What follows belongs to an exercise in optimizing a design on an open flow for small area and few clock cycles; a production flow would make more cautious choices. RTL that was checked went through simulation tests only; none was proved equivalent to the original. The RTL of runs 4 and 5 was laid out without a check of its function. Power and IR drop assume default switching activity.

**flow/config.mk**
```make
export PLATFORM = sky130hd
export DESIGN_NAME = gbac_dispatch
export DESIGN_NICKNAME = gbac_dispatch
export VERILOG_FILES = /design/flow/design.v
export SDC_FILE = /design/flow/constraint.sdc
export NUM_CORES = 4
export LEC_CHECK = 0
export CAP_MARGIN = 20
export CORE_MARGIN = 2
export CORE_UTILIZATION = 35
export CTS_BUF_LIST = sky130_fd_sc_hd__clkbuf_8
export CTS_CLUSTER_DIAMETER = 60
export CTS_CLUSTER_SIZE = 20
export PLACE_DENSITY = 0.55
export SLEW_MARGIN = 20
```
**flow/constraint.sdc**
```tcl
create_clock -name core_clock -period 11.0 [get_ports {clk}]
set_input_delay 2.2000 -clock core_clock [delete_from_list [all_inputs] [get_ports {clk}]]
set_output_delay 2.2000 -clock core_clock [all_outputs]
set_load 0.01 [all_outputs]
```
**flow/design.v**
```verilog
module gbac_crc8_table (
    input  wire [7:0] idx,
    output wire [7:0] val
);
    assign val[0] = idx[0] ^ idx[1] ^ idx[2] ^ idx[3] ^ idx[4] ^ idx[5] ^ idx[7];
    assign val[1] = idx[1] ^ idx[2] ^ idx[3] ^ idx[4] ^ idx[5] ^ idx[6];
    assign val[2] = idx[0] ^ idx[1] ^ idx[6];
    assign val[3] = idx[1] ^ idx[2] ^ idx[7];
    assign val[4] = idx[2] ^ idx[3];
    assign val[5] = idx[3] ^ idx[4];
    assign val[6] = idx[4] ^ idx[5];
    assign val[7] = idx[0] ^ idx[1] ^ idx[2] ^ idx[3] ^ idx[4] ^ idx[6] ^ idx[7];
endmodule
module gbac_dispatch (
    input  wire       clk,
    input  wire       rst,         
    input  wire       rx_valid,
    output wire       rx_ready,
    input  wire [7:0] rx_data,
    input  wire       rx_last,
    input  wire [2:0] rx_nbits,    
    output wire       tx_valid,
    input  wire       tx_ready,
    output wire [7:0] tx_data,
    output wire       tx_last
);
    localparam CQD = 6;                      
    localparam WQD = 2;                      
    localparam [7:0] K_S = 8'h08;            
    localparam [7:0] K_P = 8'h48;            
    localparam [6:0] A_S0  = 7'h30;          
    localparam [6:0] A_S32 = 7'h50;
    localparam [6:0] A_P0  = 7'h51;          
    localparam [6:0] A_P8  = 7'h59;
    localparam [6:0] A_P32 = 7'h71;
    localparam [2:0] F_NONE = 3'd0,
                     F_ID   = 3'd1,
                     F_RDS  = 3'd2,          
                     F_RDP  = 3'd3,          
                     F_WR   = 3'd4,          
                     F_W80  = 3'd5,
                     F_WC0  = 3'd6,
                     F_WE0  = 3'd7;
    localparam [1:0] C_ID = 2'd0, C_RDS = 2'd1, C_RDP = 2'd2, C_WR = 2'd3;
    localparam [1:0] W_80 = 2'd1, W_C0 = 2'd2, W_E0 = 2'd3;
    localparam [1:0] SL_Z  = 2'd0,           
                     SL_ZA = 2'd1,           
                     SL_R  = 2'd2,           
                     SL_RA = 2'd3;           
    localparam [1:0] ROT_C0 = 2'd0, ROT_E0 = 2'd1, ROT_MAT = 2'd2;
    reg  [6:0]   ph;
    reg  [527:0] ring;
    wire [7:0]   head = ring[527:520];
    reg  [7:0]   in_r;
    reg  [1:0]   st_s;
    reg  [1:0]   st_p;
    wire         ph_s = (ph <= A_S32);       
    always @(posedge clk) begin
        if (rst || ph == A_P32) ph <= A_S0;
        else                    ph <= ph + 7'd1;
    end
    always @(posedge clk) begin
        ring <= {ring[519:0], in_r};
    end
    reg  [6:0]  idx;           
    reg  [2:0]  fcl;
    reg  [7:0]  crc;
    reg         rot;           
    reg         rot_run;       
    reg  [1:0]  rot_kind;
    wire [6:0]  rot_base = (rot_kind == ROT_E0) ? A_P0 : A_S0;
    wire [6:0]  rot_last = (rot_kind == ROT_C0) ? A_S32 : A_P32;
    wire        rot_act  = rot && (rot_run || ph == rot_base);
    wire        rot_end  = rot_act && (ph == rot_last);
    wire [7:0]  rot_byte = (rot_kind == ROT_E0 && ph == A_P8) ? 8'h81 :
                           (rot_kind == ROT_C0 && ph == A_S0) ? 8'h02 : head;
    wire [7:0]  crc_step;
    gbac_crc8_table u_tab (
        .idx (rot_act ? (((ph == rot_base) ? 8'h00 : crc) ^ rot_byte)
                      : (((idx == 7'd3) ? 8'h00 : crc) ^ rx_data)),
        .val (crc_step)
    );
    wire        nb1      = (rx_nbits == 3'd1);
    wire        push_id  = (idx == 7'd1)  && nb1 && (fcl == F_ID);
    wire        push_rd  = (idx == 7'd3)  && nb1 && (fcl == F_RDS || fcl == F_RDP);
    wire        push_wr  = (idx == 7'd35) && nb1 && fcl[2];
    wire        push_any = rx_last && (push_id || push_rd || push_wr);
    wire [1:0]  push_cmd = push_wr ? C_WR : push_rd ? (fcl[0] ? C_RDP : C_RDS) : C_ID;
    wire        push_rot = push_wr && ((fcl[1:0] == W_C0 && st_s == SL_R) ||
                                       (fcl[1:0] == W_E0 && st_p == SL_R));
    wire        in_slot = (idx >= A_S0) && (idx <= A_P32);
    reg  [1:0]  cq [0:CQD-1];
    reg  [2:0]  cn;
    reg  [9:0]  wq [0:WQD-1];
    reg  [1:0]  wn;
    wire        q_empty = (cn == 3'd0);
    wire        q_full  = (cn == CQD) || (push_wr && wn == WQD);
    wire        slots_in_ring = st_s[1] && st_p[1];
    wire        slot_ok = q_empty && slots_in_ring && (ph == idx);
    assign rx_ready = !rot && (!in_slot || slot_ok) &&
                      !(q_full && push_any) && !(push_rot && !q_empty);
    wire        rx_fire = rx_valid && rx_ready;
    always @(posedge clk) begin
        if (rst) begin
            idx <= 7'd0;
        end else if (rx_fire) begin
            idx <= rx_last ? 7'd0 : idx + 7'd1;
            if (idx == 7'd0)
                fcl <= (rx_data == 8'h00 || rx_data == 8'hFF) ? F_ID :
                       (rx_data == 8'h13) ? F_RDS :
                       (rx_data == 8'h14) ? F_WR : F_NONE;
            if (idx == 7'd1) begin
                case (fcl)
                F_RDS:   fcl <= (rx_data == 8'hC0) ? F_RDS :
                                (rx_data == 8'hF0) ? F_RDP : F_NONE;
                F_WR:    fcl <= (rx_data == 8'h80) ? F_W80 :
                                (rx_data == 8'hC0) ? F_WC0 :
                                (rx_data == 8'hE0) ? F_WE0 : F_WR;
                default: fcl <= F_NONE;
                endcase
            end
        end
        if ((rx_fire && idx >= 7'd3 && idx <= 7'd34) || rot_act)
            crc <= crc_step;
    end
    wire [1:0]  h_cmd = cq[cn - 3'd1];
    wire [9:0]  h_wr  = wq[wn - 2'd1];
    reg  [5:0]  cnt;           
    reg  [7:0]  b_data;
    reg         b_last;
    always @(*) begin
        b_data = 8'h00;
        b_last = 1'b1;
        case (h_cmd)
        C_ID: begin
            b_data = (cnt == 6'd1) ? 8'h03 : 8'h00;
            b_last = (cnt == 6'd2);
        end
        C_RDS: begin
            b_last = (cnt == 6'd32);
            b_data = (st_s == SL_ZA && cnt == 6'd0)  ? 8'h02 :
                     (st_s == SL_ZA && cnt == 6'd32) ? K_S : 8'h00;
        end
        C_RDP: begin
            b_last = (cnt == 6'd32);
            b_data = (st_p == SL_ZA && cnt == 6'd8)  ? 8'h81 :
                     (st_p == SL_ZA && cnt == 6'd32) ? K_P : 8'h00;
        end
        default: begin
            b_data = h_wr[7:0];
        end
        endcase
    end
    reg  [7:0]  hr;            
    reg         hv;            
    reg         hl;            
    wire        rd_s      = (h_cmd == C_RDS);
    wire        ring_mode = !q_empty && ((rd_s && st_s[1]) || (h_cmd == C_RDP && st_p[1]));
    wire [6:0]  rd_addr   = (rd_s ? A_S0 : A_P0) + {1'b0, cnt};
    assign tx_valid = ring_mode ? hv : (!q_empty && !rot);
    assign tx_data  = ring_mode ? hr : b_data;
    assign tx_last  = ring_mode ? hl : b_last;
    wire        tx_fire = tx_valid && tx_ready;
    wire        rd_load = ring_mode && !rot && (ph == rd_addr) && !(hv && hl) &&
                          (!hv || tx_ready);
    wire        pop     = tx_fire && tx_last;
    always @(posedge clk) begin
        if (rd_load) begin
            hr <= head;
            hl <= (cnt == 6'd32);
        end
    end
    always @(*) begin
        in_r = head;
        if (rx_fire && in_slot) in_r = rx_data;
        if (rot_act) begin
            case (rot_kind)
            ROT_C0:
                if (ph == A_S0)       in_r = 8'h02;
                else if (ph == A_S32) in_r = crc;
            ROT_E0:
                if (ph == A_P8)       in_r = 8'h81;
                else if (ph == A_P32) in_r = crc;
            default: begin
                if (ph_s ? !st_s[1] : !st_p[1]) begin
                    in_r = 8'h00;
                    if (st_s == SL_ZA && ph == A_S0)  in_r = 8'h02;
                    if (st_s == SL_ZA && ph == A_S32) in_r = K_S;
                    if (st_p == SL_ZA && ph == A_P8)  in_r = 8'h81;
                    if (st_p == SL_ZA && ph == A_P32) in_r = K_P;
                end
            end
            endcase
        end
    end
    integer i;
    always @(posedge clk) begin
        if (rx_fire && push_any) begin
            for (i = CQD - 1; i > 0; i = i - 1)
                cq[i] <= cq[i - 1];
            cq[0] <= push_cmd;
        end
        if (rx_fire && push_any && push_wr) begin
            for (i = WQD - 1; i > 0; i = i - 1)
                wq[i] <= wq[i - 1];
            wq[0] <= {fcl[1:0], crc};
        end
    end
    always @(posedge clk) begin
        if (rst) begin
            cn      <= 3'd0;
            wn      <= 2'd0;
            cnt     <= 6'd0;
            hv      <= 1'b0;
            rot     <= 1'b0;
            rot_run <= 1'b0;
            st_s    <= SL_Z;
            st_p    <= SL_Z;
        end else begin
            cn <= cn + (rx_fire && push_any) - pop;
            wn <= wn + (rx_fire && push_any && push_wr) - (pop && h_cmd == C_WR);
            if (pop)
                cnt <= 6'd0;
            else if (ring_mode ? rd_load : tx_fire)
                cnt <= cnt + 6'd1;
            if (rd_load)
                hv <= 1'b1;
            else if (tx_fire)
                hv <= 1'b0;
            if (pop && h_cmd == C_WR) begin
                case (h_wr[9:8])
                W_80: begin
                    st_s <= SL_Z;
                    st_p <= SL_Z;
                end
                W_C0: if (st_s == SL_Z) st_s <= SL_ZA;
                W_E0: if (st_p == SL_Z) st_p <= SL_ZA;
                default: ;
                endcase
            end
            if (rx_fire && push_rot) begin
                rot      <= 1'b1;
                rot_kind <= (fcl[1:0] == W_C0) ? ROT_C0 : ROT_E0;
            end
            if (in_slot && !slots_in_ring && q_empty && !rot) begin
                rot      <= 1'b1;
                rot_kind <= ROT_MAT;
            end
            if (rot_act)
                rot_run <= 1'b1;
            if (rot_end) begin
                rot     <= 1'b0;
                rot_run <= 1'b0;
                case (rot_kind)
                ROT_C0: st_s <= SL_RA;
                ROT_E0: st_p <= SL_RA;
                default: begin
                    st_s <= {1'b1, st_s[0]};
                    st_p <= {1'b1, st_p[0]};
                end
                endcase
            end
            if (rx_fire && in_slot && ph_s)  st_s <= SL_R;
            if (rx_fire && in_slot && !ph_s) st_p <= SL_R;
        end
    end
endmodule
```
**flow/flow/run.sh**
```bash
#!/bin/bash
# The standard layout, with two changes: clock tree synthesis inserts no dummy
# loads, and the port buffers are the smallest buffer cell.
set -euo pipefail
export CTS_ARGS="-sink_clustering_enable -repair_clock_nets -dont_use_dummy_load -buf_list sky130_fd_sc_hd__clkbuf_4 -sink_clustering_size 10 -sink_clustering_max_diameter 40"
export BUFFER_PORTS_ARGS="-buffer_cell sky130_fd_sc_hd__buf_1"
bash standard.sh > standard.log 2>&1
```
**flow/standard.sh**
```bash
#!/bin/bash
# synth_recipe.tcl (not shown) runs the flow's synth.tcl, then flattens the netlist and writes it again
# the make line also repeats each setting of config.mk as NAME=value (left out here)
make -C /OpenROAD-flow-scripts/flow DESIGN_CONFIG=/design/flow/config.mk WORK_HOME=/design/flow/orfs CLKGATE_MAP_FILE= SYNTH_SCRIPT=/design/flow/synth_recipe.tcl "${@:-finish}"
```
==> flow_metrics.tcl, run 1 <==
set metrics [dict create \
    drv_slew 0 \
    sw_frac_of_total 0.227 \
    most-common-layout-cells "dfxtp_1, clkbuf_4, nor2_1" \
    postSynthAreaPerCell_um2 14.2 \
    arrival_ps 3970 \
    core_area_mm2 0.0463 \
    cts_setup_buffers 0 \
    synth-main-ff-cell "dfxtp_1" \
    yosysTopAreaCell "dfxtp_1" \
    p_sw_mw 0.791 \
    area_growth_pct 8.13 \
    nFillCells 4420 \
    fin_crit_sh 0.561 \
    final_util 0.381 \
    detailed_place_hpwl_mm 16.2 \
    clock-sinks 614 \
    p_int_mw 2.69 \
    path_max_fanout 7 \
    clockBufferDepth 3 \
    clkTransAtPathRegs_ps 100 \
    h-tree-depth 3 \
    drv_cap 0 \
    seq_area_frac_synth 0.788 \
    stdcell_count 1831 \
    synth_seq_cells 614 \
    ys_types 73 \
    track_usage 0.110 \
    timing.final.hold_violations 0 \
    start_util 0.352 \
    dieArea_mm2 0.0483 \
    holdBufCountCts 0 \
    io_pins 27 \
    io_buffers 26 \
    seqPwrFrac 0.656 \
    fin_setup_tns_ps 0 \
    rows 79 \
    p_leak_nw 6.78 \
    ir_drop_v 0.0000869 \
    fin_crit_ps 6170 \
    die_y_um 220 \
    rsz0062_at_grt "no" \
    gp_congestion 0.834 \
    mostFrequentLayoutCell "dfxtp_1" \
    route.detailed.drc 0 \
    antenna_found_initial 5 \
    nets 1265 \
    finClkSkew_ps 75.2 \
    slowest_delay_ps 500 \
    routed_wl_mm 25.4 \
    ctsRootBufferMaster "clkbuf_4" \
    synth_edf_count 54 \
    cts_tree "built" \
    power_density_mw_per_mm2 198 \
    crit_chain "buf_1 > or3b_2 > or3_1 > nor3b_1 > o21ai_0 > o21ai_0 > nor2_1 > buf_1" \
    placed_cells 1750 \
    cts_buffers 79 \
    clock_latency_ps 760 \
    crit_path_start_kind "input pin" \
    max_freq_mhz 162 \
    synth.area.top_cells "dfxtp_1, edfxtp_1, xnor2_1" \
    first_pass_iters 7 \
    crit_required_ps 8800 \
    grt-ovfl-total 0 \
    pwr-share-clk 0.277 \
    worstSetupPathType "in -> out" \
    cts_resized 0 \
    hp-class "reg -> reg" \
    netlist_instances 1148 \
    async_flop_share 0 \
    cpMaxStageDelayCell "or3b_2" \
    tightest_slew_ps 843 \
    grt_start_max_net_pins 24 \
    final-setup-viol-count 0 \
    combPwrFrac 0.067 \
    vias_per_cell 4.44 \
    max-slew-margin-rel 0.438 \
    drt_iter0_drc 506 \
    wl_per_cell_um 13.9 \
    synth_nets 1189 \
    outcome "timing/DRC/antenna clean" \
    num_vias 8125 \
    power.total_mw 3.48 \
    hold_ws_ps 271 \
    synth.cell_area_mm2 0.0163 \
    synth_top_area_share 0.688 \
    grt_pass1_wl_mm 41.5 \
    end_kind "output pin" \
    yosys_warnings 3 \
    layout-drive-gt1-share 0.0933 \
    ant_nets 0 \
    grt_pass1_vias 7946 \
    die_width_um 220 \
]
==> cells in the mapped netlist, types with 11 or more instances <==
cell type	number
a21oi_1	35
clkbuf_1	25
dfxtp_1	560
edfxtp_1	54
ha_1	24
inv_1	30
mux2i_1	11
nand2_1	44
nand3_1	21
nand4_1	14
nor2_1	62
nor2b_1	11
nor3_1	13
o21ai_0	30
xnor2_1	37
xor2_1	22
==> path summary, 6_finish.rpt <==
check,from,endpoint,slack (ps),depth (start not counted)
worst max-delay path,rx_nbits[1],rx_ready,4830,8
worst min-delay path,ring[97],ring[105],270,0
worst max register to register,cn[0],wn[1],6860,19
worst min register to register,ring[97],ring[105],270,0
==> cells by family after synthesis <==
kind of cell               Yosys count  synth area share
AOI/OAI and AO/OA                  131            0.0542
xor gates and xnor gates            62            0.0351
adders and majority gates           25            0.0197
buffers and inverters               67            0.0177
DFF                                614             0.788
muxes                               20            0.0130
and+or+nand+nor                    229            0.0725
==> critical path, delay by kind of cell <==
family / cells / cell delay [ps]
simple gates: 4 / 1280
buf+inv: 2 / 180
compound gates: 2 / 310
==> layer usage <==
layer / part of all wire / vias to the layer above / track usage
met5: 0.0013 / - / 0
met3: 0.058 / 65 / 0.0388
met1: 0.51 / 3860 / 0.153
met4: 0.030 / 6 / 0.0515
met2: 0.41 / 176 / 0.152
li1: - / 4018 / -
==> metrics by stage <==
stage	setup slack (ps)	area, µm²
2_1_floorplan	5130	16300
3_3_place_gp	4890	17000
3_5_place_dp	4830	17000
4_1_cts	4820	17600
5_1_grt	4680	17600
6_report	4830	17600
==> power by group through the flow <==
stage                     registers, mW  logic [mW]  clock network (mW)
after floorplan                    2.32       0.179                   0
after global placement             2.34       0.231                   0
after detailed placement           2.34       0.234                   0
after CTS                          2.28       0.236                1.02
after global routing               2.29       0.262                1.11
final                              2.28       0.233               0.964
==> area by class of cell <==
type	count	area (µm²)	share of cell area
tap	607	759	0.0431
clock buffer	79	593	0.0337
sequential	614	12800	0.729
multi-input combinational	467	3170	0.180
antenna	2	5.00	0.000284
inverter	30	113	0.00639
timing repair buffer	32	143	0.00810
==> state kept, by name (all words and copies together), names as in the netlist <==
signal	count
cn	3
cnt	6
cq	12
crc	8
fcl	3
hl	1
hr	8
hv	1
idx	7
ph	7
ring	528
rot	1
rot_kind	2
rot_run	1
st_p	2
st_s	2
wn	2
wq	20
Testbench counts, summed over its fixed seeds: cycles 47,099.
==> run 2: changes to the inputs <==
==> flow/run.sh (new file) <==
#!/bin/bash
# synth_recipe.tcl (not shown) runs the flow's synth.tcl, then flattens the netlist and writes it again
# the make line also repeats each setting of config.mk as NAME=value (left out here)
make -C /OpenROAD-flow-scripts/flow DESIGN_CONFIG=/design/flow/config.mk WORK_HOME=/design/flow/orfs CLKGATE_MAP_FILE= SYNTH_SCRIPT=/design/flow/synth_recipe.tcl finish
removed: flow/flow/run.sh
removed: flow/standard.sh
==> run 2 against run 1 <==
Combinational power increased by 11%. Maximum frequency decreased by 9.9%. Non-clock buffer count unchanged. Synthesized cell count unchanged.
==> flow_metrics.tcl, run 2 <==
set metrics [dict create \
    outcome "timing/DRC/antenna clean" \
    synth_seq_cells 614 \
    ys_types 73 \
    cts_buffers 41 \
    hp-class "reg -> reg" \
    use_met2 0.151 \
    vias_per_cell 4.36 \
    seq_area_frac_synth 0.788 \
    use_met1 0.151 \
    drv_slew 0 \
    p_leak_nw 6.87 \
    max_freq_mhz 146 \
    clockBufferDepth 3 \
    core_area_mm2 0.0463 \
    synth_nets 1189 \
    dpl_cell_area_mm2 0.0172 \
    io_pins 27 \
    die_y_um 220 \
    h-tree-depth 2 \
    finClkSkew_ps 27.8 \
    fin_setup_tns_ps 0 \
    wl_per_cell_um 13.7 \
    ant_nets 0 \
    cp-startpoint "rx_nbits[0]" \
    most-common-layout-cells "dfxtp_1, nor2_1, edfxtp_1" \
    top_regs "ring (528), wq (20), cq (12)" \
    hold_ws_ps 320 \
    stdcell_count 1808 \
    async_flop_share 0 \
    route.detailed.drc 0 \
    fin_crit_sh 0.623 \
    ctsRootBufferMaster "clkbuf_8" \
    fin_crit_ps 6850 \
    postSynthAreaPerCell_um2 14.2 \
    synth.area.top_cells "dfxtp_1, edfxtp_1, xnor2_1" \
    die_width_um 220 \
    drv_cap 0 \
    ir_drop_v 0.000104 \
    arrival_ps 4650 \
    start_util 0.352 \
    clock_latency_ps 620 \
    clkTransAtPathRegs_ps 100 \
    synth.cell_area_mm2 0.0163 \
    diodes 0 \
    path_max_fanout 7 \
    largest_register_ff_count 528 \
    design_area_mm2 0.0179 \
    tightest_slew_ps 771 \
    largest_register "ring" \
    synth-main-ff-cell "dfxtp_1" \
    placed_cells 1750 \
    mostFrequentLayoutCell "dfxtp_1" \
    synthTopCellsByCount "dfxtp_1, nor2_1, edfxtp_1" \
    yosys_warnings 3 \
    rows 79 \
    grt-ovfl-total 0 \
    final_util 0.388 \
    num_vias 7889 \
    power.total_mw 3.59 \
    gp_congestion 0.826 \
    first_pass_iters 5 \
    cts_resized 0 \
    crit_required_ps 8800 \
    crit_path_start_kind "input pin" \
    synth_top_area_share 0.688 \
    worstSetupPathType "in -> out" \
    holdBufCountCts 0 \
    nets 1227 \
    dieArea_mm2 0.0483 \
    layout-drive-gt1-share 0.0741 \
    detailed_place_hpwl_mm 16.0 \
    rsz0062_at_grt "no" \
    min_from "ring[267]" \
    drt_iter0_drc 497 \
    netlist_instances 1148 \
    area_growth_pct 10.1 \
    final-setup-viol-count 0 \
    cts_tree "built" \
    io_buffers 26 \
    grt_start_max_net_pins 24 \
    pre_cts_ws_ps 4150 \
    end_kind "output pin" \
    r2r-start "cn[1]" \
    track_usage 0.106 \
    cts_setup_buffers 0 \
    synth.most_common_cell "dfxtp_1" \
    use_met3 0.0262 \
    power_density_mw_per_mm2 200 \
    grt_pass1_vias 7599 \
    grt.busiest_layer "met2" \
    clock-sinks 614 \
    grt_pass1_wl_mm 40.6 \
    timing.final.hold_violations 0 \
    antenna_found_initial 2 \
    routed_wl_mm 24.7 \
    max-slew-margin-rel 0.479 \
    synth_edf_count 54 \
    yosysTopAreaCell "dfxtp_1" \
    setup_slack_ps 4150 \
]
## run 2: cell counts after synthesis
Identical to the previous run, type by type.
## run 2: cells by family after synthesis
family,share of synthesized area
multiplexers,0.0130
buffers and inverters,0.0177
XOR/XNOR,0.0351
adder cells (fa/ha/maj),0.0197
flip-flops,0.788
AO/OA/AOI/OAI,0.0542
AND/OR/NAND/NOR,0.0725
## run 2: critical path: stages
cell,delay [ps]
clkdlybuf4s50_1,440
or3b_2,470
or3_1,460
nor3b_1,210
o21ai_0,130
o21ai_0,190
nor2_1,60
clkdlybuf4s50_1,470
## run 2: layout make-up
class | instances | area [µm²]
Tap cell | 607 | 759
Multi-Input combinational cell | 467 | 3170
Timing Repair Buffer | 32 | 305
Sequential cell | 614 | 12800
Clock buffer | 42 | 578
Inverter | 30 | 113
Fill cell | 4372 | 28300
Clock inverter | 16 | 171
## run 2: final timing paths
kind | endpoint | slack [ps] | depth (start not counted)
worst max-delay path | rx_ready | 4150 | 8
worst min-delay path | ring[275] | 320 | 0
worst max register to register | wn[1] | 6770 | 17
worst min register to register | ring[275] | 320 | 0
## run 2: power breakdown
part	switching, mW	leakage (nW)	total (mW)	internal, mW
registers	0.0227	5.03	2.28	2.26
logic	0.136	1.46	0.259	0.123
clock network	0.672	0.385	1.05	0.376
total	0.831	6.87	3.59	2.76
## run 2: routing by layer
layer | wire length (µm) | share of wire
met1 | 12500 | 0.50
met5 | 28 | 0.0011
met2 | 10100 | 0.41
met4 | 866 | 0.035
met3 | 1320 | 0.053
==> run 3: changes to the inputs <==
==> flow/flow/run.sh (new file) <==
#!/bin/bash
# The standard layout, with two changes: clock tree synthesis inserts no dummy
# loads, and the port buffers are the smallest buffer cell.
set -euo pipefail
export CTS_ARGS="-sink_clustering_enable -repair_clock_nets -dont_use_dummy_load -buf_list sky130_fd_sc_hd__clkbuf_16 -sink_clustering_size 36 -sink_clustering_max_diameter 60"
export BUFFER_PORTS_ARGS="-buffer_cell sky130_fd_sc_hd__buf_1"
bash standard.sh > standard.log 2>&1
==> flow/standard.sh (new file) <==
#!/bin/bash
# synth_recipe.tcl (not shown) runs the flow's synth.tcl, then flattens the netlist and writes it again
# the make line also repeats each setting of config.mk as NAME=value (left out here)
make -C /OpenROAD-flow-scripts/flow DESIGN_CONFIG=/design/flow/config.mk WORK_HOME=/design/flow/orfs CLKGATE_MAP_FILE= SYNTH_SCRIPT=/design/flow/synth_recipe.tcl "${@:-finish}"
==> flow/config.mk (replaced) <==
export PLATFORM = sky130hd
export DESIGN_NAME = gbac_dispatch
export DESIGN_NICKNAME = gbac_dispatch
export VERILOG_FILES = /design/flow/design.v
export SDC_FILE = /design/flow/constraint.sdc
export NUM_CORES = 4
export LEC_CHECK = 0
export CAP_MARGIN = 20
export CORE_MARGIN = 2
export CORE_UTILIZATION = 50
export PLACE_DENSITY = 0.8
export SLEW_MARGIN = 20
removed: flow/run.sh
==> run 3 against run 2 <==
Still clean on timing, DRC and antenna. Maximum frequency increased by 11%. Worst setup slack improved by 670 ps. Die area decreased by 30%. Global-route usage increased by 3.9 points. Clock power decreased by 4%. Critical path type unchanged. Highest routed layer unchanged.
==> flow_metrics.tcl, run 3 <==
set metrics [dict create \
    clock_latency_ps 570 \
    dieArea_mm2 0.0340 \
    vias_per_cell 4.84 \
    cts_setup_buffers 0 \
    synth-main-ff-cell "dfxtp_1" \
    power_density_mw_per_mm2 202 \
    largest_register "ring" \
    synth.cell_area_mm2 0.0163 \
    track_usage 0.145 \
    grt_pass1_vias 7534 \
    path_max_fanout 7 \
    die_y_um 184 \
    grt-ovfl-total 0 \
    netlist_instances 1148 \
    crit_path_start_kind "input pin" \
    largest_register_ff_count 528 \
    antenna_found_initial 5 \
    ant_nets 0 \
    multi_input_area_mm2 0.00317 \
    synth.area.top_cells "dfxtp_1, edfxtp_1, xnor2_1" \
    max_freq_mhz 162 \
    holdBufCountCts 0 \
    grt_pass1_wl_mm 39.4 \
    routed_wl_mm 24.3 \
    synth_seq_cells 614 \
    fin_setup_tns_ps 0 \
    grt_start_max_net_pins 37 \
    outcome "timing/DRC/antenna clean" \
    rsz0062_at_grt "no" \
    cts_tree "built" \
    ys_types 73 \
    nFillCells 2593 \
    seq_area_frac_synth 0.788 \
    async_flop_share 0 \
    arrival_ps 3990 \
    nets 1210 \
    rows 66 \
    start_util 0.504 \
    end_kind "output pin" \
    drv_cap 0 \
    worstSetupPathType "in -> out" \
    postSynthAreaPerCell_um2 14.2 \
    synth_nets 1189 \
    fin_crit_ps 6190 \
    drv_slew 0 \
    core_area_mm2 0.0323 \
    clkTransAtPathRegs_ps 110 \
    yosysTopAreaCell "dfxtp_1" \
    top_regs "ring (528), wq (20), cq (12)" \
    hp-class "reg -> reg" \
    io_buffers 26 \
    final-setup-viol-count 0 \
    num_vias 7793 \
    route.detailed.drc 0 \
    wl_per_cell_um 15.1 \
    cts_resized 0 \
    mostFrequentLayoutCell "dfxtp_1" \
    clock-sinks 614 \
    ctsRootBufferMaster "clkbuf_16" \
    area_growth_pct 7.03 \
    timing.final.hold_violations 0 \
    placed_cells 1584 \
    synth_top_area_share 0.688 \
    ir_drop_v 0.000151 \
    fin_crit_sh 0.562 \
    io_pins 27 \
    tightest_slew_ps 707 \
    final_util 0.540 \
    die_width_um 184 \
    clockBufferDepth 3 \
    crit_required_ps 8800 \
    synthTopCellsByCount "dfxtp_1, nor2_1, edfxtp_1" \
    detailed_place_hpwl_mm 15.7 \
    synth_edf_count 54 \
    first_pass_iters 5 \
    gp_congestion 0.868 \
    yosys_warnings 3 \
    h-tree-depth 1 \
    layout-drive-gt1-share 0.0514 \
    drt_iter0_drc 492 \
    cts_buffers 25 \
    p_leak_nw 6.72 \
    most-common-layout-cells "dfxtp_1, nor2_1, edfxtp_1" \
    max-slew-margin-rel 0.522 \
    stdcell_count 1610 \
    finClkSkew_ps 79.3 \
    synth.most_common_cell "dfxtp_1" \
    regArea_mm2 0.0128 \
]
run 3: final timing paths:
| path | startpoint | to | slack, ps | cells after the start |
|---|---|---|---|---|
| max | rx_nbits[1] | rx_ready | 4810 | 8 |
| min | ring[518] | ring[526] | 300 | 0 |
| max reg2reg | cn[1] | cnt[4] | 6850 | 18 |
| min reg2reg | ring[518] | ring[526] | 300 | 0 |
run 3: worst max-delay path, stage by stage:
cell and delay (ps):
buf_1 60, or3b_2 500, or3_1 470, nor3b_1 240
o21ai_0 130, o21ai_0 200, nor2_1 60, buf_1 120
run 3: power by group:
group	switching [mW]	internal, mW	leakage [nW]
clock	0.599	0.408	0.308
sequential	0.0227	2.26	5.03
combinational	0.134	0.0953	1.39
total	0.755	2.77	6.72
run 3: per-layer routing:
layer | wire length, µm | part of all wire | global-route usage
met1 | 11900 | 0.49 | 0.212
met2 | 10100 | 0.41 | 0.219
met3 | 1710 | 0.070 | 0.0322
met4 | 627 | 0.026 | 0.0429
met5 | 42 | 0.0017 | 0
run 3: final cells by class:
| type | instances | share of cell area |
|---|---|---|
| diodes | 1 | 0.000144 |
| clock buffers | 25 | 0.0359 |
| inverters | 30 | 0.00646 |
| multi-input cells | 467 | 0.182 |
| flip-flops and latches | 614 | 0.736 |
| well taps | 442 | 0.0317 |
| repair buffers | 31 | 0.00775 |
run 3: stage by stage:
| step | total power [mW] | hold WS, ps | area, µm² | setup WS (ps) |
|---|---|---|---|---|
| after detailed placement | 2.56 | 312 | 16800 | 4830 |
| after global routing | 3.65 | 309 | 17400 | 4670 |
| after global placement | 2.55 | 310 | 16800 | 4910 |
| after floorplan | 2.50 | 310 | 16300 | 5130 |
| final | 3.52 | 300 | 17400 | 4810 |
| after CTS | 3.55 | 303 | 17400 | 4820 |
run 3: logic make-up (layout without fill, tap and decap cells):
logic type | after synthesis | in the layout | synth area share
AND/OR/NAND/NOR | 229 | 229 | 0.0725
adder cells (fa/ha/maj) | 25 | 25 | 0.0197
other | 0 | 1 | 0
buffers and inverters | 67 | 86 | 0.0177
flip-flops | 614 | 614 | 0.788
AO/OA/AOI/OAI | 131 | 131 | 0.0542
multiplexers | 20 | 20 | 0.0130
XOR/XNOR | 62 | 62 | 0.0351
==> run 4: changes to the inputs <==
--- a/flow/design.v
+++ b/flow/design.v
@@ -80,6 +80,7 @@
                       : (((idx == 7'd3) ? 8'h00 : crc) ^ rx_data)),
         .val (crc_step)
     );
+    wire        rd_load;       
     wire        nb1      = (rx_nbits == 3'd1);
     wire        push_id  = (idx == 7'd1)  && nb1 && (fcl == F_ID);
     wire        push_rd  = (idx == 7'd3)  && nb1 && (fcl == F_RDS || fcl == F_RDP);
@@ -97,7 +98,8 @@
     wire        q_full  = (cn == CQD) || (push_wr && wn == WQD);
     wire        slots_in_ring = st_s[1] && st_p[1];
     wire        slot_ok = q_empty && slots_in_ring && (ph == idx);
-    assign rx_ready = !rot && (!in_slot || slot_ok) &&
+    wire        crc_wait = (idx == 7'd3) && fcl[2] && (st_s[1] || st_p[1]) && !q_empty;
+    assign rx_ready = !rot && (!in_slot || slot_ok) && !crc_wait &&
                       !(q_full && push_any) && !(push_rot && !q_empty);
     wire        rx_fire = rx_valid && rx_ready;
     always @(posedge clk) begin
@@ -120,8 +122,10 @@
                 endcase
             end
         end
-        if ((rx_fire && idx >= 7'd3 && idx <= 7'd34) || rot_act)
+        if ((rx_fire && fcl[2] && idx >= 7'd3 && idx <= 7'd34) || rot_act)
             crc <= crc_step;
+        else if (rd_load)
+            crc <= head;
     end
     wire [1:0]  h_cmd = cq[cn - 3'd1];
     wire [9:0]  h_wr  = wq[wn - 2'd1];
@@ -151,24 +155,21 @@
         end
         endcase
     end
-    reg  [7:0]  hr;            
     reg         hv;            
     reg         hl;            
     wire        rd_s      = (h_cmd == C_RDS);
     wire        ring_mode = !q_empty && ((rd_s && st_s[1]) || (h_cmd == C_RDP && st_p[1]));
     wire [6:0]  rd_addr   = (rd_s ? A_S0 : A_P0) + {1'b0, cnt};
     assign tx_valid = ring_mode ? hv : (!q_empty && !rot);
-    assign tx_data  = ring_mode ? hr : b_data;
+    assign tx_data  = ring_mode ? crc : b_data;
     assign tx_last  = ring_mode ? hl : b_last;
     wire        tx_fire = tx_valid && tx_ready;
-    wire        rd_load = ring_mode && !rot && (ph == rd_addr) && !(hv && hl) &&
+    assign      rd_load = ring_mode && !rot && (ph == rd_addr) && !(hv && hl) &&
                           (!hv || tx_ready);
     wire        pop     = tx_fire && tx_last;
     always @(posedge clk) begin
-        if (rd_load) begin
-            hr <= head;
+        if (rd_load)
             hl <= (cnt == 6'd32);
-        end
     end
     always @(*) begin
         in_r = head;
--- a/flow/config.mk
+++ b/flow/config.mk
@@ -7,6 +7,9 @@
 export LEC_CHECK = 0
 export CAP_MARGIN = 20
 export CORE_MARGIN = 2
-export CORE_UTILIZATION = 50
-export PLACE_DENSITY = 0.8
+export CORE_UTILIZATION = 35
+export CTS_BUF_LIST = sky130_fd_sc_hd__clkbuf_8
+export CTS_CLUSTER_DIAMETER = 60
+export CTS_CLUSTER_SIZE = 20
+export PLACE_DENSITY = 0.55
 export SLEW_MARGIN = 20
==> run 4 against run 3 <==
Critical path type unchanged. Sequential share of layout area fell by 3.3 points. Still clean on timing, DRC and antenna. Combinational power rose by 7%. Wire length rose by 8.3%. Die area rose by 43%. Register-to-register slack got worse by 350 ps. Core utilization fell by 15 points. Clock-buffer cell count rose by 3. Synthesized cell count rose by 4.0%.
==> flow_metrics.tcl, run 4 <==
set metrics [dict create \
    outcome "timing/DRC/antenna clean" \
    yosys_warnings 3 \
    area_growth_pct 8.68 \
    route.detailed.drc 0 \
    die_width_um 221 \
    io_buffers 26 \
    synth_seq_cells 606 \
    grt-ovfl-total 0 \
    rsz0062_at_grt "no" \
    ir_drop_v 0.000124 \
    gp_congestion 0.893 \
    holdBufCountCts 0 \
    setup_slack_ps 4910 \
    drv_cap 0 \
    max_freq_mhz 164 \
    timing.final.hold_violations 0 \
    r2r-start "cn[0]" \
    clockBufferDepth 3 \
    max-slew-margin-rel 0.330 \
    final-setup-viol-count 0 \
    crit_required_ps 8800 \
    largest_register "ring" \
    dieArea_mm2 0.0488 \
    min_from "ring[170]" \
    synth.most_common_cell "dfxtp_1" \
    endpoint "rx_ready" \
    nFillCells 4376 \
    drv_slew 0 \
    cts_setup_buffers 0 \
    synthTopCellsByCount "dfxtp_1, nor2_1, edfxtp_1" \
    seq_area_frac_synth 0.764 \
    rr_worst_depth 18 \
    synth_top_area_share 0.680 \
    design_area_mm2 0.0179 \
    num_vias 8156 \
    async_flop_share 0 \
    r2r_slack_ps 6500 \
    yosysTopAreaCell "dfxtp_1" \
    most-common-layout-cells "dfxtp_1, nor2_1, edfxtp_1" \
    worstSetupPathType "in -> out" \
    drt_iter0_drc 573 \
    largest_register_ff_count 528 \
    top_regs "ring (528), wq (20), cq (12)" \
    diodes 0 \
    start_util 0.355 \
    vias_per_cell 4.49 \
    clock_latency_ps 590 \
    crit_path_start_kind "input pin" \
    cts_tree "built" \
    fin_setup_tns_ps 0 \
    mostFrequentLayoutCell "dfxtp_1" \
    postSynthAreaPerCell_um2 13.8 \
    power.total_mw 3.56 \
    synth.cell_area_mm2 0.0165 \
    nets 1254 \
    io_pins 27 \
    cts_buffers 28 \
    dpl_cell_area_mm2 0.0172 \
    ant_nets 0 \
    synth.area.top_cells "dfxtp_1, edfxtp_1, ha_1" \
    fin_crit_ps 6090 \
    track_usage 0.106 \
    routed_wl_mm 26.3 \
    h-tree-depth 1 \
    grt_pass1_wl_mm 42.8 \
    fin_crit_sh 0.553 \
    grt_start_max_net_pins 37 \
    hp-class "reg -> reg" \
    arrival_ps 3890 \
    die_y_um 221 \
    synth-main-ff-cell "dfxtp_1" \
    first_pass_iters 5 \
    power_density_mw_per_mm2 199 \
    ctsRootBufferMaster "clkbuf_16" \
    end_kind "output pin" \
    pre_cts_ws_ps 4920 \
    netlist_instances 1194 \
    grt_pass1_vias 7926 \
    rows 79 \
    clock-sinks 606 \
    synth_edf_count 46 \
    p_leak_nw 6.73 \
    ys_types 77 \
    finClkSkew_ps 62.8 \
    detailed_place_hpwl_mm 16.9 \
    cts_resized 0 \
    r2r-end "cnt[5]" \
    cp-startpoint "rx_nbits[0]" \
    path_max_fanout 5 \
    clkTransAtPathRegs_ps 120 \
    synth_nets 1235 \
    wl_per_cell_um 14.5 \
    antenna_found_initial 0 \
    layout-drive-gt1-share 0.0537 \
    tightest_slew_ps 998 \
    core_area_mm2 0.0465 \
]
[run 4: cell types whose count changed after synthesis, moves of 5 or more]
cell      before  now
edfxtp_1      54   46
nand2b_1       8   16
mux2i_1       11   17
buf_2          3    8
o21ai_0       30   36
[run 4: worst min path at each step]
stage	endpoint	slack, ps	cells after the start
floorplan	ring[100]	310	0
global placement	ring[235]	310	0
global route	ring[178]	270	0
detailed placement	ring[168]	310	0
CTS	ring[23]	270	0
finish	ring[178]	270	0
[run 4: per-stage QoR]
step	hold slack [ps]	util	std cells
final	270	0.385	1818
after global routing	268	0.385	1818
after floorplan	310	-	1194
after CTS	272	0.385	1818
after global placement	311	0.370	1790
after detailed placement	312	0.370	1790
[run 4: per-layer routing]
layer	share of wire	vias up	GRT usage	wire, µm
met5	0	-	0	0
met4	0.034	0	0.0394	894
met1	0.52	3891	0.158	13800
li1	-	4044	-	-
met3	0.048	60	0.0224	1260
met2	0.39	161	0.151	10400
[run 4: layout make-up]
class / instances / area [µm²] / share of cell area
Clock buffer: 28 / 701 / 0.0391
Sequential cell: 606 / 12600 / 0.703
Inverter: 33 / 124 / 0.00692
Multi-Input combinational cell: 513 / 3590 / 0.201
Timing Repair Buffer: 31 / 135 / 0.00755
Tap cell: 607 / 759 / 0.0424
[run 4: cell families (layout without fill, tap and decap cells)]
logic type	Yosys count	in the layout	synth area share
adders and majority gates	25	25	0.0194
xor gates and xnor gates	57	57	0.0347
and+or+nand+nor	250	250	0.0817
AOI/OAI and AO/OA	150	150	0.0610
DFF	606	606	0.764
muxes	31	31	0.0206
buffers and inverters	75	92	0.0182
[run 4: where the power goes]
group	leakage (nW)	internal, mW	switching, mW
sequential	4.94	2.23	0.0248
combinational	1.44	0.105	0.141
clock	0.345	0.453	0.608
[run 4: worst max-delay path, stage by stage]
cell	delay [ps]
buf_1	100
nor3b_1	320
nand4_1	270
o31a_1	330
o311ai_0	400
nor2_1	110
buf_1	150
==> run 5: changes to the inputs <==
==> flow/flow/run.sh (replaced) <==
#!/bin/bash
# The standard layout, with two changes: clock tree synthesis inserts no dummy
# loads, and the port buffers are the smallest buffer cell.
set -euo pipefail
export CTS_ARGS="-sink_clustering_enable -repair_clock_nets -dont_use_dummy_load -buf_list sky130_fd_sc_hd__clkbuf_16 -sink_clustering_size 32 -sink_clustering_max_diameter 70"
export BUFFER_PORTS_ARGS="-buffer_cell sky130_fd_sc_hd__buf_1"
bash standard.sh > standard.log 2>&1
==> run 5 against run 4 <==
Synthesized cell count unchanged. Sequential share of layout area up 0.20 points. Still clean. Die area unchanged. Combinational power about the same. Largest cell class unchanged. Core utilization down 0.11 points. Worst hold slack better by 8.2 ps. Critical path depth unchanged. Maximum frequency down 0.84%. Clock power down 4%. Clock-buffer cell count down 2. Critical endpoint unchanged. Clock skew up 16 ps.
==> flow_metrics.tcl, run 5 <==
set metrics [dict create \
    outcome "timing/DRC/antenna clean" \
    async_flop_share 0 \
    ant_nets 0 \
    holdBufCountCts 0 \
    synthTopCellsByCount "dfxtp_1, nor2_1, edfxtp_1" \
    io_pins 27 \
    fin_crit_sh 0.558 \
    die_y_um 221 \
    ys_types 77 \
    die_width_um 221 \
    core_area_mm2 0.0465 \
    rr_worst_depth 18 \
    largest_register_ff_count 528 \
    crit_path_start_kind "input pin" \
    grt_start_max_net_pins 33 \
    clkTransAtPathRegs_ps 100 \
    largest_register "ring" \
    drv_cap 0 \
    worstSetupPathType "in -> out" \
    start_util 0.355 \
    yosys_warnings 3 \
    min_delay_path_depth 0 \
    nFillCells 4380 \
    finClkSkew_ps 78.6 \
    wl_per_cell_um 14.4 \
    seqPwrFrac 0.641 \
    min_from "ring[471]" \
    cts_setup_buffers 0 \
    h-tree-depth 1 \
    r2r-start "cn[0]" \
    power_density_mw_per_mm2 197 \
    detailed_place_hpwl_mm 16.9 \
    vias_per_cell 4.48 \
    routed_wl_mm 26.1 \
    fin_setup_tns_ps 0 \
    most-common-layout-cells "dfxtp_1, nor2_1, edfxtp_1" \
    seq_area_frac_synth 0.764 \
    clock-sinks 606 \
    hp-class "reg -> reg" \
    timing.final.hold_violations 0 \
    drt_iter0_drc 574 \
    combPwrFrac 0.070 \
    synth_top_area_share 0.680 \
    sw_frac_of_total 0.216 \
    postSynthAreaPerCell_um2 13.8 \
    power.total_mw 3.52 \
    synth_seq_cells 606 \
    ctsRootBufferMaster "clkbuf_16" \
    design_area_mm2 0.0179 \
    hold_path_end "ring[479]" \
    stdcell_count 1816 \
    synth.cell_area_mm2 0.0165 \
    synth.most_common_cell "dfxtp_1" \
    rsz0062_at_grt "no" \
    synth.area.top_cells "dfxtp_1, edfxtp_1, ha_1" \
    area_growth_pct 8.38 \
    num_vias 8141 \
    pwr-share-clk 0.289 \
    netlist_instances 1194 \
    placed_cells 1790 \
    grt-ovfl-total 0 \
    final-setup-viol-count 0 \
    clock_latency_ps 580 \
    max_freq_mhz 163 \
    cts_resized 0 \
    synth-main-ff-cell "dfxtp_1" \
    tightest_slew_ps 1030 \
    rows 79 \
    grt_pass1_wl_mm 42.6 \
    diodes 0 \
    crit_required_ps 8800 \
    top_regs "ring (528), wq (20), cq (12)" \
    r2r-end "cnt[5]" \
    regArea_mm2 0.0126 \
    track_usage 0.106 \
    yosysTopAreaCell "dfxtp_1" \
    fin_crit_ps 6140 \
    r2r_slack_ps 6470 \
    cts_buffers 26 \
    clockBufferDepth 3 \
    final_util 0.384 \
    nets 1252 \
    path_max_fanout 5 \
    first_pass_iters 5 \
    dpl_cell_area_mm2 0.0172 \
    grt_pass1_vias 7891 \
    route.detailed.drc 0 \
    multi_input_area_mm2 0.00359 \
    end_kind "output pin" \
    dieArea_mm2 0.0488 \
    io_buffers 26 \
    ir_drop_v 0.000136 \
    gp_congestion 0.893 \
    arrival_ps 3940 \
    antenna_found_initial 0 \
    p_sw_mw 0.760 \
    p_int_mw 2.76 \
    synth_nets 1235 \
    layout-drive-gt1-share 0.0521 \
    max-slew-margin-rel 0.308 \
    cts_tree "built" \
    drv_slew 0 \
    mostFrequentLayoutCell "dfxtp_1" \
    synth_edf_count 46 \
    p_leak_nw 6.70 \
]
[run 5: cell types whose count changed in the layout (fill, tap and decap cells not counted), sizes merged]
| cell | previous run | this run |
|---|---|---|
| clkbuf | 28 | 26 |
[run 5: final cells by class]
class,instances,share of cell area
flip-flops and latches,606,0.705
well taps,607,0.0425
clock buffers,26,0.0364
repair buffers,31,0.00757
multi-input cells,513,0.201
inverters,33,0.00694
[run 5: power groups by stage]
stage / Combinational (mW) / Sequential, mW / Clock (mW)
finish: 0.246 / 2.25 / 1.02
global route: 0.278 / 2.26 / 1.14
CTS: 0.247 / 2.25 / 1.06
detailed placement: 0.246 / 2.30 / 0
global placement: 0.245 / 2.30 / 0
floorplan: 0.193 / 2.28 / 0
[run 5: metal layers]
layer / vias up / global-route usage / wire length [µm]
met1: 3898 / 0.157 / 13900
met2: 149 / 0.152 / 10400
li1: 4046 / - / -
met5: - / 0 / 0
met3: 48 / 0.0223 / 1130
met4: 0 / 0.0366 / 716
[run 5: stage by stage]
step,worst slack [ps],hold slack [ps]
2_1_floorplan,5370,310
3_3_place_gp,4990,311
3_5_place_dp,4920,312
4_1_cts,4900,276
5_1_grt,4670,278
6_report,4860,278
[run 5: worst max path at each step]
stage                           start  endpoint  cells after the start
after global placement    rx_nbits[1]  rx_ready                      7
after CTS                 rx_nbits[1]  rx_ready                      7
final                     rx_nbits[0]  rx_ready                      7
after detailed placement  rx_nbits[1]  rx_ready                      7
after global routing      rx_nbits[1]  rx_ready                      7
after floorplan           rx_nbits[1]  rx_ready                      5
[run 5: kinds of logic (layout without fill, tap and decap cells)]
group           count (synthesis)  count (layout)  share of synthesized area
fa+ha+maj                      25              25                     0.0194
compound gates                150             150                     0.0610
simple gates                  250             250                     0.0817
mux                            31              31                     0.0206
flops                         606             606                      0.764
xor+xnor                       57              57                     0.0347
buf+inv                        75              90                     0.0182
[run 5: critical path, stage by stage]
cell and delay [ps]:
buf_1 100, nor3b_1 350, nand4_1 290, o31a_1 330, o311ai_0 400, nor2_1 120
buf_1 150

[afterwards: timing with drivers on the ports]
How much do the figures lean on ideal ports? The routed layouts below were timed once more, with nothing changed but the port constraints. Step 1 assumes that a clkbuf_16 drives the clock port and a buf_2 every other input. Step 2 moves the port delays by t, midway between the first and last clock arrival at a register: inputs arrive t later, outputs are due t later. That takes back most of the time a late clock gives input paths. Three values: ideal, step 1, step 2; two values: the first two.
run	t (ns)	slack for setup (ns)	worst setup path after step 2	clock arrival spread, ns	worst slew at a driven data input, ns
run 1	0.778	4.829 / 4.809 / 4.809	input to output	0.086 / 0.086	0.09
run 2	0.653	4.148 / 4.126 / 4.126	input to output	0.029 / 0.029	0.10
run 3	0.588	4.814 / 4.794 / 4.794	input to output	0.086 / 0.086	0.08
run 4	0.615	4.912 / 4.890 / 4.890	input to output	0.068 / 0.069	0.03
run 5	0.594	4.861 / 4.839 / 4.839	input to output	0.081 / 0.081	0.03
After both steps setup and hold are still met in every run listed.
